Source: an optimization exercise on an open RTL-to-GDS flow (aim: small area, a short achievable clock period and few clock cycles). Production flows keep margins and buffers that such runs may drop.
Function was checked by simulation only, so behaviour that the tests miss may differ from the original.

// bbt_keygen
module bbt_keygen (
    input  wire         clk,
    input  wire         rst,
    input  wire         cmd_valid,
    output wire         cmd_ready,
    input  wire [2:0]   cmd_op,
    input  wire [31:0]  cmd_arg,
    output reg          done,
    output reg          err,
    output wire [31:0]  result,
    output wire [127:0] fkey,
    output wire [7:0]   name_addr,
    input  wire [7:0]   name_data,
    output wire [9:0]   mt_raddr,
    input  wire [31:0]  mt_rdata,
    output wire         mt_we,
    output wire [9:0]   mt_waddr,
    output wire [31:0]  mt_wdata
);
    localparam [2:0] S_IDLE = 3'd0;
    localparam [2:0] S_HASH = 3'd1;
    localparam [2:0] S_LOAD = 3'd2;    
    localparam [2:0] S_ADV  = 3'd3;    
    localparam [2:0] S_FKD  = 3'd4;    
    localparam [2:0] S_GO   = 3'd5;    
    localparam [2:0] S_SLX  = 3'd6;    
    localparam [2:0] S_SLC  = 3'd7;    
    localparam [31:0] HASH_INIT = 32'h19570320;
    reg [2:0]   state;
    reg         seeded;
    reg         r1;          
    reg         rdy;         
    reg         qw;          
    reg         b31;         
  ...
clock: 10.0 ns
lec_check: 0
abc_clock_period_in_ps: 3500
cap_margin: 20
core_margin: 2
core_utilization: 55
slew_margin: 20
setup_slack_margin: 5
buffer_ports_args: -buffer_cell sky130_fd_sc_hd__buf_2
standard.sh (not shown) runs the stock make flow with config.mk's settings and CLKGATE_MAP_FILE= SYNTH_SCRIPT=/design/flow/synth_recipe.tcl, a recipe that flattens the netlist after the stock synthesis.
==> flow/flow/run.sh <==
#!/bin/bash
set -euo pipefail
{
  echo "export SETUP_SLACK_MARGIN = 5"
  echo "export BUFFER_PORTS_ARGS = -buffer_cell sky130_fd_sc_hd__buf_2"
} >> config.mk
bash standard.sh > standard.log 2>&1
Testbench counts at the start, summed over its fixed seeds: cycles 30,159.
Then changed:
==> flow/flow/run.sh (replaced) <==
#!/bin/bash
set -euo pipefail
{
  echo "export SETUP_SLACK_MARGIN = 5.5"
  echo "export BUFFER_PORTS_ARGS = -buffer_cell sky130_fd_sc_hd__buf_1"
} >> config.mk
bash standard.sh > standard.log 2>&1
- BUFFER_PORTS_ARGS: -buffer_cell sky130_fd_sc_hd__buf_2 -> -buffer_cell sky130_fd_sc_hd__buf_1
- CORE_UTILIZATION: 55 -> 60
- CTS_BUF_LIST: not set -> sky130_fd_sc_hd__clkbuf_4 sky130_fd_sc_hd__clkbuf_8
- SETUP_SLACK_MARGIN: 5 -> 5.5
- TNS_END_PERCENT: not set -> 5
Outcome: Cell area decreases by 3.8%. Clock-buffer cell count increases by 31. Setup slack is better by 0.24 ns. Area after synthesis does not change. Global-route usage increases by 1.5 points.
Then changed:
==> flow/flow/run.sh (replaced) <==
#!/bin/bash
set -euo pipefail
{
  echo "export SETUP_SLACK_MARGIN = 5"
  echo "export BUFFER_PORTS_ARGS = -buffer_cell sky130_fd_sc_hd__buf_2"
} >> config.mk
bash standard.sh > standard.log 2>&1
- BUFFER_PORTS_ARGS: -buffer_cell sky130_fd_sc_hd__buf_1 -> -buffer_cell sky130_fd_sc_hd__buf_2
- CORE_UTILIZATION: 60 -> 55
- CTS_BUF_LIST: sky130_fd_sc_hd__clkbuf_4 sky130_fd_sc_hd__clkbuf_8 -> not set
- SETUP_SLACK_MARGIN: 5.5 -> 5
The new run completed with no timing, DRC or antenna violations.
First-iteration DRC count rises by 9.5%.
Cell count increases by about 1.5%.
Core utilization is lower by 3.6 points.
Sequential share of layout area shrinks by 0.87 points.
Final area grows by about 3%.
Critical path depth stays the same.
Synthesized cell count stays the same.
Then changed:
==> flow/flow/run.sh (replaced) <==
#!/bin/bash
set -euo pipefail
{
  echo "export SETUP_SLACK_MARGIN = 4.5"
  echo "export BUFFER_PORTS_ARGS = -buffer_cell sky130_fd_sc_hd__buf_2"
} >> config.mk
bash standard.sh > standard.log 2>&1
- SETUP_SLACK_MARGIN: 5 -> 4.5
- TNS_END_PERCENT: 5 -> not set
Effect: Cell area fell by 0.37%; routed wire length is lower by 1.3%; hold slack gets worse by 0.012 ns; die area does not change; non-clock buffer count increases by 15.
Then changed:
==> flow/flow/run.sh (replaced) <==
#!/bin/bash
set -euo pipefail
{
  echo "export SETUP_SLACK_MARGIN = 4.5"
  echo "export BUFFER_PORTS_ARGS = -buffer_cell sky130_fd_sc_hd__buf_1"
} >> config.mk
bash standard.sh > standard.log 2>&1
- BUFFER_PORTS_ARGS: -buffer_cell sky130_fd_sc_hd__buf_2 -> -buffer_cell sky130_fd_sc_hd__buf_1
- CTS_BUF_LIST: not set -> sky130_fd_sc_hd__clkbuf_4 sky130_fd_sc_hd__clkbuf_8
- TNS_END_PERCENT: not set -> 5
=> Via count barely changes; setup slack improved by 0.068 ns; clock skew came out higher by 0.039 ns; register-to-register slack improved by 0.07 ns.

-- afterwards: timing with drivers on the ports --
Ports are ideal in the flow. The routed layouts listed here were re-timed in OpenROAD.
Step 1 sets driving cells, clkbuf_16 on the clock port and buf_2 on the other inputs (assumed; they add their load-dependent delay and slew).
Step 2 times the ports against the registers' clock, not the clock port: input delays grow and output delays shrink by t, the midpoint of the rising clock arrivals with the driver on.
Three values: ideal ports, drivers, drivers and shift; two values: the first two.
run | t (ns) | setup slack, ns | hold slack, ns | worst data-port slew with drivers (ns)
the first run | 0.639 | 4.230 / 4.230 / 4.230 | 0.344 / 0.344 / 0.344 | 0.08
the second run | 0.756 | 4.468 / 4.468 / 4.468 | 0.349 / 0.349 / 0.349 | 0.10
the third run | 0.633 | 4.533 / 4.533 / 4.533 | 0.342 / 0.342 / 0.342 | 0.09
the fourth run | 0.649 | 4.439 / 4.439 / 4.439 | 0.330 / 0.330 / 0.330 | 0.10
the fifth run | 0.762 | 4.508 / 4.508 / 4.508 | 0.347 / 0.347 / 0.347 | 0.06
After both steps setup and hold are still met in every run listed.
